Background: an optimization exercise with open tools, aiming at a short achievable clock period and few clock cycles. Do not read the settings as production practice. Function was checked by simulation only, so behaviour that the tests miss may differ from the original. No activity file was given, so power comes from the tool's default toggle rates.

--- design/flow/design.v ---
module frame_responder (
    input  wire        clk,
    input  wire        rst,           
    input  wire        start,         
    output wire        ready,
    output reg         done,          
    output reg         reply,         
    output reg  [15:0] rx_lat,        
    output wire [1:0]  sess_state,    
    output reg  [10:0] tx_addr,
    input  wire [7:0]  tx_rdata,
    output reg         stg_we,
    output reg  [10:0] stg_addr,
    output reg  [7:0]  stg_wdata,
    output reg         st_req,
    output reg  [1:0]  st_cmd,        
    output reg  [24:0] st_addr,
    output reg  [7:0]  st_wdata,
    output reg  [9:0]  st_name_len,
    input  wire        st_gnt,
    input  wire [7:0]  st_rdata,
    input  wire        st_ok
);
    localparam [15:0] LAT_ARP = 16'd276;
    localparam [1:0] SESS_NONE = 2'd0, SESS_RD = 2'd1, SESS_WR = 2'd2;
    localparam [1:0] CMD_OPEN_RD = 2'd0, CMD_OPEN_WR = 2'd1,
                     CMD_READ    = 2'd2, CMD_WRITE   = 2'd3;
    localparam [2:0] OP_ARP = 3'd0, OP_RRQ = 3'd1, OP_WRQ = 3'd2,
                     OP_DATA = 3'd3, OP_ACK = 3'd4;
    localparam [2:0] S_IDLE   = 3'd0,
                     S_CLASS  = 3'd1,    
                     S_NAME   = 3'd2,    
                     S_OPEN   = 3'd3,    
                     S_OPWAIT = 3'd4,    
                     S_RUN    = 3'd5;    
    localparam [10:0] CLASS_FIRST = 11'd14;
    function [5:0] cseq(input [3:0] c);
        case (c)
            4'd0:  cseq = 6'd14;
            4'd1:  cseq = 6'd15;
            4'd2:  cseq = 6'd22;
            4'd3:  cseq = 6'd23;
            4'd4:  cseq = 6'd16;
            4'd5:  cseq = 6'd25;
            4'd6:  cseq = 6'd38;
            4'd7:  cseq = 6'd39;
            4'd8:  cseq = 6'd44;
            4'd9:  cseq = 6'd45;
            4'd10: cseq = 6'd46;
            4'd11: cseq = 6'd47;
            4'd12: cseq = 6'd40;
            4'd13: cseq = 6'd41;
            default: cseq = 6'd0;
        endcase
    endfunction
    function [5:0] lfseq(input [2:0] c);
        case (c)
            3'd0: lfseq = 6'd0;
            3'd1: lfseq = 6'd1;
            3'd2: lfseq = 6'd18;
            3'd3: lfseq = 6'd19;
            3'd4: lfseq = 6'd40;
            default: lfseq = 6'd41;
        endcase
    endfunction
    reg [2:0]  state;
    reg        ready_r;
    reg [1:0]  sess;
    reg [1:0]  sess_new;
    reg [2:0]  op;
    reg [3:0]  cc;
    assign ready      = ready_r;
    assign sess_state = sess;
    reg        f14_08, f15_06, f15_00, f22_00, f23_01, f16_45, f25_11;
    reg        f38_00, f38_4a, f39_45, f39_4d, f44_00;
    reg [7:0]  b45;
    reg [15:0] blk;
    reg [15:0] ulen;
    reg [9:0]  nis;             
    reg        name_bad;
    reg        prev_dot;
    reg [9:0]  nrep;            
    reg [15:0] blk_rep;
    reg        str_on;          
    reg        commit;          
    reg [5:0]  h;               
    reg [9:0]  b;               
    reg        b_en;
    reg [9:0]  pay_end;         
    reg        lf_on;
    reg [2:0]  lf;
    reg        iv0, iv1;        
    reg        ip0, ip1;        
    reg        in0, in1;        
    reg [9:0]  s0, s1;
    reg [9:0]  d1;
    reg        uc1;
    reg [7:0]  cv1;
    reg [17:0] fq [0:3];
    reg [1:0]  fwp, frp;
    reg [2:0]  fcnt;
    reg [7:0]  sq [0:3];
    reg [1:0]  swp, srp;
    reg [2:0]  scnt;
    reg [9:0]  wleft;
    reg        wr_mode;
    reg        rd_mode;
    reg        rd_fin;
    reg        rsp_v;
    reg [8:0]  kiss;
    reg [9:0]  krsp;
    wire [15:0] frame_len = 16'd46 + {6'd0, nrep};
    wire [15:0] ip_len    = 16'd32 + {6'd0, nrep};
    wire [15:0] udp_len_r = 16'd12 + {6'd0, nrep};
    wire [7:0]  op_rep    = (op == OP_RRQ || op == OP_ACK) ? 8'd3 : 8'd4;
    reg [9:0] dmap;
    reg       ucmap;
    reg [7:0] cvmap;
    always @(*) begin
        dmap  = s0;
        ucmap = 1'b0;
        cvmap = 8'h00;
        if (s0 < 10'd48) begin
            if (op == OP_ARP) begin
                case (s0[5:0])
                    6'd22: begin ucmap = 1'b1; cvmap = 8'h00; end
                    6'd23: begin ucmap = 1'b1; cvmap = 8'h02; end
                    6'd24, 6'd25, 6'd26, 6'd27, 6'd28, 6'd29,
                    6'd30, 6'd31, 6'd32, 6'd33:
                        dmap = s0 + 10'd10;
                    6'd34: begin dmap = 10'd24; ucmap = 1'b1; cvmap = 8'h00; end
                    6'd35: begin dmap = 10'd25; ucmap = 1'b1; cvmap = 8'h11; end
                    6'd36: begin dmap = 10'd26; ucmap = 1'b1; cvmap = 8'h22; end
                    6'd37: begin dmap = 10'd27; ucmap = 1'b1; cvmap = 8'h33; end
                    6'd38: begin dmap = 10'd28; ucmap = 1'b1; cvmap = 8'h44; end
                    6'd39: begin dmap = 10'd29; ucmap = 1'b1; cvmap = 8'h55; end
                    6'd40, 6'd41, 6'd42, 6'd43:
                        dmap = s0 - 10'd10;
                    default: ;
                endcase
            end else begin
                case (s0[5:0])
                    6'd0:  begin ucmap = 1'b1; cvmap = frame_len[7:0]; end
                    6'd1:  begin ucmap = 1'b1; cvmap = frame_len[15:8]; end
                    6'd2, 6'd3, 6'd4, 6'd5, 6'd6, 6'd7:
                        dmap = s0 + 10'd6;
                    6'd8, 6'd9, 6'd10, 6'd11, 6'd12, 6'd13:
                        dmap = s0 - 10'd6;
                    6'd18: begin ucmap = 1'b1; cvmap = ip_len[15:8]; end
                    6'd19: begin ucmap = 1'b1; cvmap = ip_len[7:0]; end
                    6'd28, 6'd29, 6'd30, 6'd31:
                        dmap = s0 + 10'd4;
                    6'd32, 6'd33, 6'd34, 6'd35:
                        dmap = s0 - 10'd4;
                    6'd36, 6'd37:
                        dmap = s0 + 10'd2;
                    6'd38: begin dmap = 10'd36; ucmap = 1'b1; cvmap = 8'h4A; end
                    6'd39: begin dmap = 10'd37; ucmap = 1'b1; cvmap = 8'h4D; end
                    6'd40: begin ucmap = 1'b1; cvmap = udp_len_r[15:8]; end
                    6'd41: begin ucmap = 1'b1; cvmap = udp_len_r[7:0]; end
                    6'd44: begin ucmap = 1'b1; cvmap = 8'h00; end
                    6'd45: begin ucmap = 1'b1; cvmap = op_rep; end
                    6'd46: begin ucmap = 1'b1; cvmap = blk_rep[15:8]; end
                    6'd47: begin ucmap = 1'b1; cvmap = blk_rep[7:0]; end
                    default: ;
                endcase
            end
        end
    end
    wire is_arp_et = f14_08 && f15_06;
    wire is_ip     = f14_08 && f15_00 && f16_45 && f25_11 &&
                     ((f38_00 && f39_45) || (f38_4a && f39_4d));
    wire tftp_op1  = f44_00 && (b45 == 8'd1);
    wire tftp_op2  = f44_00 && (b45 == 8'd2);
    wire tftp_op3  = f44_00 && (b45 == 8'd3);
    wire tftp_op4  = f44_00 && (b45 == 8'd4);
    wire data_ok   = (ulen >= 16'd12) && (ulen <= 16'd524) && (blk != 16'd0);
    wire nb_zero   = (tx_rdata == 8'h00);
    wire nb_dot    = (tx_rdata == 8'h2E);
    wire nb_bad    = (tx_rdata == 8'h2F) || (tx_rdata == 8'h5C) || (prev_dot && nb_dot);
    wire [2:0] inflight = {2'b0, iv0} + {2'b0, iv1};
    wire       credit   = (fcnt + inflight) < 3'd4;
    wire [2:0] sinfl    = {2'b0, ip0} + {2'b0, ip1};
    wire       scredit  = (scnt + sinfl) < 3'd4;
    wire       b_left   = b_en && (b != 10'd560);
    wire       b_pay    = (b < pay_end);
    wire       iss_lf   = str_on && credit && lf_on;
    wire       iss_b    = str_on && credit && !lf_on && b_left && (!b_pay || scredit);
    wire       iss_h    = str_on && credit && !lf_on && !iss_b && (h != 6'd48);
    wire       acc      = st_req && st_gnt;
    wire       rd_data  = rd_mode && rsp_v && !rd_fin && st_ok;
    wire       fpush    = iv1;
    wire       fpop     = commit && (fcnt != 3'd0) && !rd_data;
    wire       spush    = ip1;
    wire       sfree    = !st_req || acc;
    wire       spop     = wr_mode && sfree && (scnt != 3'd0);
    wire       stream_idle = (h == 6'd48) && b_en && (b == 10'd560) && !lf_on &&
                             !iv0 && !iv1 && (fcnt == 3'd0);
    wire       wr_idle  = !wr_mode || (wleft == 10'd0) ||
                          (wleft == 10'd1 && acc);
    wire       rd_idle  = !rd_mode || rd_fin;
    wire       run_end  = (state == S_RUN) && stream_idle && wr_idle && rd_idle;
    always @(posedge clk) begin
        if (fpush)
            fq[fwp] <= {d1, uc1 ? cv1 : tx_rdata};
        if (spush)
            sq[swp] <= tx_rdata;
    end
    always @(posedge clk) begin
        if (rst) begin
            state       <= S_IDLE;
            ready_r     <= 1'b1;
            sess        <= SESS_NONE;
            done        <= 1'b0;
            reply       <= 1'b0;
            rx_lat      <= 16'd0;
            stg_we      <= 1'b0;
            st_req      <= 1'b0;
            tx_addr     <= CLASS_FIRST;
            stg_addr    <= 11'd0;
            stg_wdata   <= 8'd0;
            st_cmd      <= 2'd0;
            st_addr     <= 25'd0;
            st_wdata    <= 8'd0;
            st_name_len <= 10'd0;
            str_on      <= 1'b0;
            commit      <= 1'b0;
            lf_on       <= 1'b0;
            iv0 <= 1'b0; iv1 <= 1'b0;
            ip0 <= 1'b0; ip1 <= 1'b0;
            in0 <= 1'b0; in1 <= 1'b0;
            fwp <= 2'd0; frp <= 2'd0; fcnt <= 3'd0;
            swp <= 2'd0; srp <= 2'd0; scnt <= 3'd0;
            wr_mode     <= 1'b0;
            rd_mode     <= 1'b0;
            rd_fin      <= 1'b0;
            rsp_v       <= 1'b0;
        end else begin
            done   <= 1'b0;
            stg_we <= 1'b0;
            iv0 <= 1'b0;
            ip0 <= 1'b0;
            in0 <= 1'b0;
            iv1 <= iv0;
            ip1 <= ip0;
            in1 <= in0;
            s1  <= s0;
            d1  <= dmap;
            uc1 <= ucmap;
            cv1 <= cvmap;
            if (iss_lf) begin
                tx_addr <= {5'd0, lfseq(lf)};
                s0      <= {4'd0, lfseq(lf)};
                iv0     <= 1'b1;
                lf      <= lf + 3'd1;
                if (lf == 3'd5)
                    lf_on <= 1'b0;
            end else if (iss_b) begin
                tx_addr <= {1'b0, b};
                s0      <= b;
                iv0     <= 1'b1;
                ip0     <= b_pay;
                b       <= b + 10'd1;
            end else if (iss_h) begin
                tx_addr <= {5'd0, h};
                s0      <= {4'd0, h};
                iv0     <= 1'b1;
                h       <= h + 6'd1;
            end
            if (fpush)
                fwp <= fwp + 2'd1;
            if (fpop)
                frp <= frp + 2'd1;
            fcnt <= fcnt + {2'b0, fpush} - {2'b0, fpop};
            if (rd_data) begin
                stg_we    <= 1'b1;
                stg_addr  <= 11'd48 + {1'b0, krsp};
                stg_wdata <= st_rdata;
            end else if (fpop) begin
                stg_we    <= 1'b1;
                stg_addr  <= {1'b0, fq[frp][17:8]};
                stg_wdata <= fq[frp][7:0];
            end
            if (spush)
                swp <= swp + 2'd1;
            if (spop)
                srp <= srp + 2'd1;
            scnt <= scnt + {2'b0, spush} - {2'b0, spop};
            if (wr_mode) begin
                if (acc) begin
                    st_addr[8:0] <= st_addr[8:0] + 9'd1;
                    wleft        <= wleft - 10'd1;
                end
                if (sfree) begin
                    st_req <= (scnt != 3'd0);
                    if (scnt != 3'd0)
                        st_wdata <= sq[srp];
                end
            end
            rsp_v <= rd_mode && acc;
            if (rd_mode) begin
                if (acc) begin
                    if (kiss == 9'd511)
                        st_req <= 1'b0;
                    kiss         <= kiss + 9'd1;
                    st_addr[8:0] <= kiss + 9'd1;
                end
                if (rsp_v && !rd_fin) begin
                    if (st_ok) begin
                        krsp <= krsp + 10'd1;
                        if (krsp == 10'd511) begin
                            rd_fin   <= 1'b1;
                            sess_new <= SESS_RD;
                            b_en     <= 1'b1;
                            b        <= 10'd560;
                            rx_lat   <= 16'd68 + 16'd512;
                        end
                    end else begin
                        rd_fin   <= 1'b1;
                        st_req   <= 1'b0;
                        nrep     <= krsp;
                        sess_new <= SESS_NONE;
                        b_en     <= 1'b1;
                        b        <= 10'd48 + krsp;
                        lf_on    <= 1'b1;
                        lf       <= 3'd0;
                        rx_lat   <= 16'd68 + {6'd0, krsp};
                    end
                end
            end
            case (state)
            S_IDLE: begin
                if (start) begin
                    state   <= S_CLASS;
                    ready_r <= 1'b0;
                    cc      <= 4'd0;
                    tx_addr <= {5'd0, cseq(4'd1)};
                end
            end
            S_CLASS: begin
                cc      <= cc + 4'd1;
                tx_addr <= {5'd0, cseq(cc + 4'd2)};
                case (cc)
                    4'd0:  f14_08 <= (tx_rdata == 8'h08);
                    4'd1:  begin f15_06 <= (tx_rdata == 8'h06);
                                 f15_00 <= (tx_rdata == 8'h00); end
                    4'd2:  f22_00 <= (tx_rdata == 8'h00);
                    4'd3:  f23_01 <= (tx_rdata == 8'h01);
                    4'd4:  f16_45 <= (tx_rdata == 8'h45);
                    4'd5:  f25_11 <= (tx_rdata == 8'h11);
                    4'd6:  begin f38_00 <= (tx_rdata == 8'h00);
                                 f38_4a <= (tx_rdata == 8'h4A); end
                    4'd7:  begin f39_45 <= (tx_rdata == 8'h45);
                                 f39_4d <= (tx_rdata == 8'h4D); end
                    4'd8:  f44_00 <= (tx_rdata == 8'h00);
                    4'd9:  b45 <= tx_rdata;
                    4'd10: blk[15:8]  <= tx_rdata;
                    4'd11: blk[7:0]   <= tx_rdata;
                    4'd12: ulen[15:8] <= tx_rdata;
                    4'd13: ulen[7:0]  <= tx_rdata;
                    default: ;
                endcase
                h       <= 6'd0;
                b       <= 10'd48;
                b_en    <= 1'b1;
                pay_end <= 10'd48;
                lf_on   <= 1'b0;
                nrep    <= 10'd0;
                sess_new <= sess;
                rd_fin  <= 1'b0;
                kiss    <= 9'd0;
                krsp    <= 10'd0;
                fwp <= 2'd0; frp <= 2'd0; fcnt <= 3'd0;
                swp <= 2'd0; srp <= 2'd0; scnt <= 3'd0;
                name_bad <= 1'b0;
                prev_dot <= 1'b0;
                if (cc == 4'd4 && is_arp_et) begin
                    if (f22_00 && f23_01) begin
                        op      <= OP_ARP;
                        state   <= S_RUN;
                        str_on  <= 1'b1;
                        commit  <= 1'b1;
                        rx_lat  <= LAT_ARP;
                    end else begin
                        state   <= S_IDLE;
                        ready_r <= 1'b1;
                        done    <= 1'b1;
                        reply   <= 1'b0;
                        tx_addr <= CLASS_FIRST;
                    end
                end else if (cc == 4'd14) begin
                    state   <= S_IDLE;
                    ready_r <= 1'b1;
                    done    <= 1'b1;
                    reply   <= 1'b0;
                    tx_addr <= CLASS_FIRST;
                    if (is_ip) begin
                        if ((tftp_op1 || tftp_op2) && sess == SESS_NONE) begin
                            op      <= tftp_op1 ? OP_RRQ : OP_WRQ;
                            state   <= S_NAME;
                            ready_r <= 1'b0;
                            done    <= 1'b0;
                            tx_addr <= 11'd48;
                            in0     <= 1'b1;
                            s0      <= 10'd48;
                            nis     <= 10'd49;
                        end else if (tftp_op3 && sess == SESS_WR && data_ok) begin
                            op       <= OP_DATA;
                            state    <= S_RUN;
                            ready_r  <= 1'b0;
                            done     <= 1'b0;
                            str_on   <= 1'b1;
                            commit   <= 1'b1;
                            blk_rep  <= blk;
                            pay_end  <= ulen[9:0] + 10'd36;
                            wleft    <= ulen[9:0] - 10'd12;
                            wr_mode  <= 1'b1;
                            st_cmd   <= CMD_WRITE;
                            st_addr  <= {blk - 16'd1, 9'd0};
                            rx_lat   <= 16'd68;
                            if (ulen != 16'd524)
                                sess_new <= SESS_NONE;
                        end else if (tftp_op4 && sess == SESS_RD) begin
                            op       <= OP_ACK;
                            state    <= S_RUN;
                            ready_r  <= 1'b0;
                            done     <= 1'b0;
                            str_on   <= 1'b1;
                            commit   <= 1'b1;
                            blk_rep  <= blk + 16'd1;
                            nrep     <= 10'd512;
                            b_en     <= 1'b0;
                            rd_mode  <= 1'b1;
                            st_req   <= 1'b1;
                            st_cmd   <= CMD_READ;
                            st_addr  <= {blk, 9'd0};
                        end
                    end
                end
            end
            S_NAME: begin
                if (nis != 10'd560) begin
                    tx_addr <= {1'b0, nis};
                    s0      <= nis;
                    in0     <= 1'b1;
                    nis     <= nis + 10'd1;
                end
                if (in1) begin
                    if (!nb_zero) begin
                        prev_dot <= nb_dot;
                        if (nb_bad)
                            name_bad <= 1'b1;
                    end
                    if (nb_zero || s1 == 10'd559) begin
                        in0 <= 1'b0;
                        if (name_bad || (!nb_zero && nb_bad)) begin
                            state   <= S_IDLE;
                            ready_r <= 1'b1;
                            done    <= 1'b1;
                            reply   <= 1'b0;
                            tx_addr <= CLASS_FIRST;
                        end else begin
                            state       <= S_OPEN;
                            st_req      <= 1'b1;
                            st_cmd      <= (op == OP_RRQ) ? CMD_OPEN_RD : CMD_OPEN_WR;
                            st_name_len <= nb_zero ? (s1 - 10'd48) : 10'd512;
                            str_on      <= 1'b1;
                            if (op == OP_RRQ) begin
                                blk_rep <= 16'd1;
                                nrep    <= 10'd512;
                                b_en    <= 1'b0;
                            end else begin
                                blk_rep <= 16'd0;
                                nrep    <= 10'd0;
                            end
                        end
                    end
                end
            end
            S_OPEN: begin
                if (st_gnt) begin
                    st_req <= 1'b0;
                    state  <= S_OPWAIT;
                end
            end
            S_OPWAIT: begin
                if (!st_ok) begin
                    state   <= S_IDLE;
                    ready_r <= 1'b1;
                    done    <= 1'b1;
                    reply   <= 1'b0;
                    str_on  <= 1'b0;
                    tx_addr <= CLASS_FIRST;
                end else begin
                    state  <= S_RUN;
                    commit <= 1'b1;
                    if (op == OP_RRQ) begin
                        rd_mode <= 1'b1;
                        st_req  <= 1'b1;
                        st_cmd  <= CMD_READ;
                        st_addr <= 25'd0;
                    end else begin
                        sess_new <= SESS_WR;
                        rx_lat   <= 16'd68;
                    end
                end
            end
            S_RUN: begin
                if (run_end) begin
                    state   <= S_IDLE;
                    ready_r <= 1'b1;
                    done    <= 1'b1;
                    reply   <= 1'b1;
                    sess    <= sess_new;
                    str_on  <= 1'b0;
                    commit  <= 1'b0;
                    wr_mode <= 1'b0;
                    rd_mode <= 1'b0;
                    tx_addr <= CLASS_FIRST;
                end
            end
            default: begin
                state   <= S_IDLE;
                ready_r <= 1'b1;
            end
            endcase
        end
    end
endmodule
--- design/flow/run.sh ---
#!/bin/bash
# synth_recipe.tcl (not shown) runs the flow's synth.tcl, then flattens the netlist and writes it again
# the make line also repeats each setting of config.mk as NAME=value (left out here)
make -C /OpenROAD-flow-scripts/flow DESIGN_CONFIG=/design/flow/config.mk WORK_HOME=/design/flow/orfs CLKGATE_MAP_FILE= SYNTH_SCRIPT=/design/flow/synth_recipe.tcl finish
--- design/flow/config.mk ---
export PLATFORM = sky130hd
export DESIGN_NAME = frame_responder
export DESIGN_NICKNAME = frame_responder
export VERILOG_FILES = /design/flow/design.v
export SDC_FILE = /design/flow/constraint.sdc
export NUM_CORES = 4
export LEC_CHECK = 0
export CAP_MARGIN = 20
export CORE_MARGIN = 2
export CORE_UTILIZATION = 40
export SLEW_MARGIN = 20
--- design/flow/constraint.sdc ---
create_clock -name core_clock -period 7.0 [get_ports {clk}]
set_input_delay 1.4000 -clock core_clock [delete_from_list [all_inputs] [get_ports {clk}]]
set_output_delay 1.4000 -clock core_clock [all_outputs]
set_load 0.01 [all_outputs]
==> impl_metrics.env <==
export IMPL_outcome="no timing/DRC/antenna violations"
export IMPL_worst_ir_drop_vdd_uv=155
export IMPL_grt_use_total=0.223
export IMPL_cap_violations=0
export IMPL_ys_async_sr_fraction=0
export IMPL_reg2reg_depth=11
export IMPL_netlist_top_cells_count="edfxtp_1, nor2_1, nand2_1"
export IMPL_routedWlPerCell_microns=22.0
export IMPL_place_gp_congestion=0.918
export IMPL_pin_count=119
export IMPL_ctsResizeCount=0
export IMPL_use_met3=0.0370
export IMPL_fin_crit_sh=0.638
export IMPL_yosys_top_cells_area="edfxtp_1, dfxtp_1, ha_1"
export IMPL_fp_dieArea_sq_mm=0.0585
export IMPL_grt_max_degree=72
export IMPL_arrival_ns=4.78
export IMPL_synth_cells=2125
export IMPL_final_nets=2315
export IMPL_slew_headroom=0.284
export IMPL_worstPathRequired_ns=7.32
export IMPL_ys_warn_count=1
export IMPL_grt_busiest_layer="met2"
export IMPL_vias_per_cell=5.76
export IMPL_syn_cell_area_sq_mm=0.0226
export IMPL_fin_util=0.463
export IMPL_cts_buffer_depth=3
export IMPL_hold_viol_final=0
export IMPL_root_buffer="clkbuf_16"
export IMPL_p_total_mw=7.15
export IMPL_ys_seq_elements=431
export IMPL_finalClockSkew_ns=0.0333
export IMPL_grt_pass1_vias=16547
export IMPL_crit_type="in2reg"
export IMPL_dr_pass1_iters=5
export IMPL_syn_nets=2233
export IMPL_cts_tree="yes"
export IMPL_synth_seq_area_share=0.514
export IMPL_p_per_area_mw_per_mm2=275
export IMPL_worst_pin_slew_ns=1.07
export IMPL_post_route_min_period_ns=4.46
export IMPL_use_met2=0.349
export IMPL_crit_chain="clkdlybuf4s50_1 -> or2_2 -> or4_4 -> inv_2 -> o21a_1 -> nand3_1 -> nand2_1 -> o211ai_1"
export IMPL_synthFlopType="edfxtp_1"
export IMPL_synth_cell_type_count=94
export IMPL_htreeDepth=2
export IMPL_setup_tns_final_ns=0
export IMPL_core_area_sq_mm=0.0562
export IMPL_synth_edff_count=301
export IMPL_maxSlewViolCount=0
export IMPL_globalRouteMet1Util=0.325
export IMPL_numCtsBuffers=46
export IMPL_grt_pass1_wl_microns=102000
export IMPL_fmax_ghz=0.224
export IMPL_die_y_microns=242
export IMPL_fillerInstances=5345
export IMPL_cp_end_kind="register"
export IMPL_hold_class="reg2reg"
export IMPL_finalSetupViolCount=0
export IMPL_vias=17273
export IMPL_start_util=0.403
export IMPL_rrSetupSlack_ns=2.82
export IMPL_leakagePower_nw=9.15
export IMPL_grt_overflow=0
export IMPL_drcViolationCount=0
export IMPL_cp_max_fo=15
export IMPL_antenna_found_initial=0
export IMPL_clock_sinks=431
export IMPL_postCtsHoldBufs=0
export IMPL_wl_microns=66000
export IMPL_rows=87
export IMPL_drive_gt1_frac=0.0838
export IMPL_dpl_hpwl_microns=47700
export IMPL_path_clk_slew_ns=0.06
export IMPL_syn_avg_cell_area_sq_um=10.7
export IMPL_yosysMostFrequentCell="edfxtp_1"
export IMPL_yosys_area_top_type="edfxtp_1"
export IMPL_ant_nets=0
export IMPL_whs_path_depth=1
export IMPL_worstSetupStartpointType="primary input"
export IMPL_synth_top_area_share=0.399
export IMPL_die_w_microns=242
export IMPL_max_stage_delay_ns=0.73
export IMPL_rsz0062_at_grt="false"
export IMPL_clkLatencyLatePin_ns=0.59
export IMPL_syn_to_final_growth_pct=14.9
export IMPL_cp_slowest_cell="clkdlybuf4s50_1"
export IMPL_drt_iter0_drc=1763
export IMPL_portBuffers=118
export IMPL_cts_setup_buffers=0
==> flip-flops by register name (all words and copies together), names as in the netlist, 11 cells and up, named ones only <==
register,count
fq,72
sq,32
st_addr,25
blk,16
blk_rep,16
rx_lat,16
ulen,16
stg_addr,11
tx_addr,11
==> per-layer routing <==
metal	wire length [microns]	vias to the layer above
met5	0	-
met4	1140	0
met3	4810	96
met2	30000	678
met1	30100	8480
li1	-	8019
==> through the flow <==
| stage | instances | worst slack [ns] | area, sq um | hold slack, ns |
|---|---|---|---|---|
| after CTS | 3000 | 2.63 | 26000 | 0.459 |
| after floorplan | 2125 | 1.63 | 22600 | 0.414 |
| after global placement | 2915 | 2.17 | 24500 | 0.433 |
| after global routing | 3000 | 2.37 | 26000 | 0.465 |
| final | 3001 | 2.54 | 26000 | 0.460 |
| after detailed placement | 2915 | 2.00 | 24500 | 0.445 |
==> area by class of cell <==
cell class	count	area (sq um)	share of cell area
clock inverters	24	226	0.00871
clock buffers	61	1250	0.0480
flip-flops and latches	431	11600	0.447
diodes	1	2.50	0.0000962
well taps	756	946	0.0364
repair buffers	144	1370	0.0527
inverters	74	279	0.0107
multi-input cells	1510	10300	0.396
==> worst paths after layout <==
path | from | end
min reg2reg | st_addr[15] | st_addr[15]
max reg2reg | s0[5] | d1[9]
min | st_addr[15] | st_addr[15]
max | tx_rdata[1] | nrep[9]
==> worst max-delay path, delay by kind of cell <==
| kind | cells | cell delay, ns |
|---|---|---|
| buffers and inverters | 2 | 1.00 |
| AOI/OAI and AO/OA | 2 | 0.42 |
| and+or+nand+nor | 4 | 1.94 |
==> logic make-up (layout without fill, tap and decap cells) <==
| family | after synthesis | after routing | share of synthesized area |
|---|---|---|---|
| flip-flops | 431 | 431 | 0.514 |
| buffers and inverters | 184 | 303 | 0.0327 |
| AO/OA/AOI/OAI | 426 | 426 | 0.129 |
| other | 0 | 1 | 0 |
| multiplexers | 76 | 76 | 0.0486 |
| adder cells (fa/ha/maj) | 87 | 87 | 0.0497 |
| AND/OR/NAND/NOR | 785 | 785 | 0.174 |
| XOR/XNOR | 136 | 136 | 0.0526 |
==> where the power goes <==
| part | switching [mW] | internal [mW] |
|---|---|---|
| sequential | 0.230 | 2.96 |
| clock | 1.05 | 1.38 |
| combinational | 0.958 | 0.575 |
==> cells in the final DEF, fill, tap and decap left out, types with 13 or more instances in the layout <==
cell type        count
a211oi_1            36
a21o_1              13
a21oi_1            125
a31oi_1             13
and2_1              38
and3_1              43
buf_4               26
clkbuf_16           47
clkdlybuf4s50_1    117
dfxtp_1            130
edfxtp_1           301
ha_1                82
inv_1               70
mux2i_1             39
mux4_2              26
nand2_1            171
nand2b_1            18
nand3_1             68
nand4_1             28
nor2_1             234
nor2b_1             20
nor3_1              53
nor4_1              14
o211ai_1            13
o21ai_0             66
o22ai_1             16
o2bb2ai_1           17
or3_1               32
xnor2_1             71
xor2_1              65
Testbench counts, summed over its fixed seeds: cycles 286,675.

[what the ideal ports hide]
How much do the figures lean on ideal ports? The routed layout below was timed once more, with nothing changed but the port constraints. Step 1: set_driving_cell puts a clkbuf_16 on clk and a buf_2 on each other input, an assumption about the parent block. Step 2 also shifts input and output timing later by t, the mid clock arrival at the registers, as if the neighbouring blocks saw the same clock. Slacks: ideal ports / drivers / drivers and shift; pairs: ideal ports / drivers.
t (ns): 0.637
setup WS [ns]: 2.537 / 2.573 / 1.936
worst setup path after step 2: input to register
latest minus earliest clock arrival (ns): 0.034 / 0.034
pins driven straight from the clock port: 1
After both steps this run still meets setup and hold. For this run, drivers alone change the setup slack by +0.036 ns; drivers and shift together by -0.601 ns.
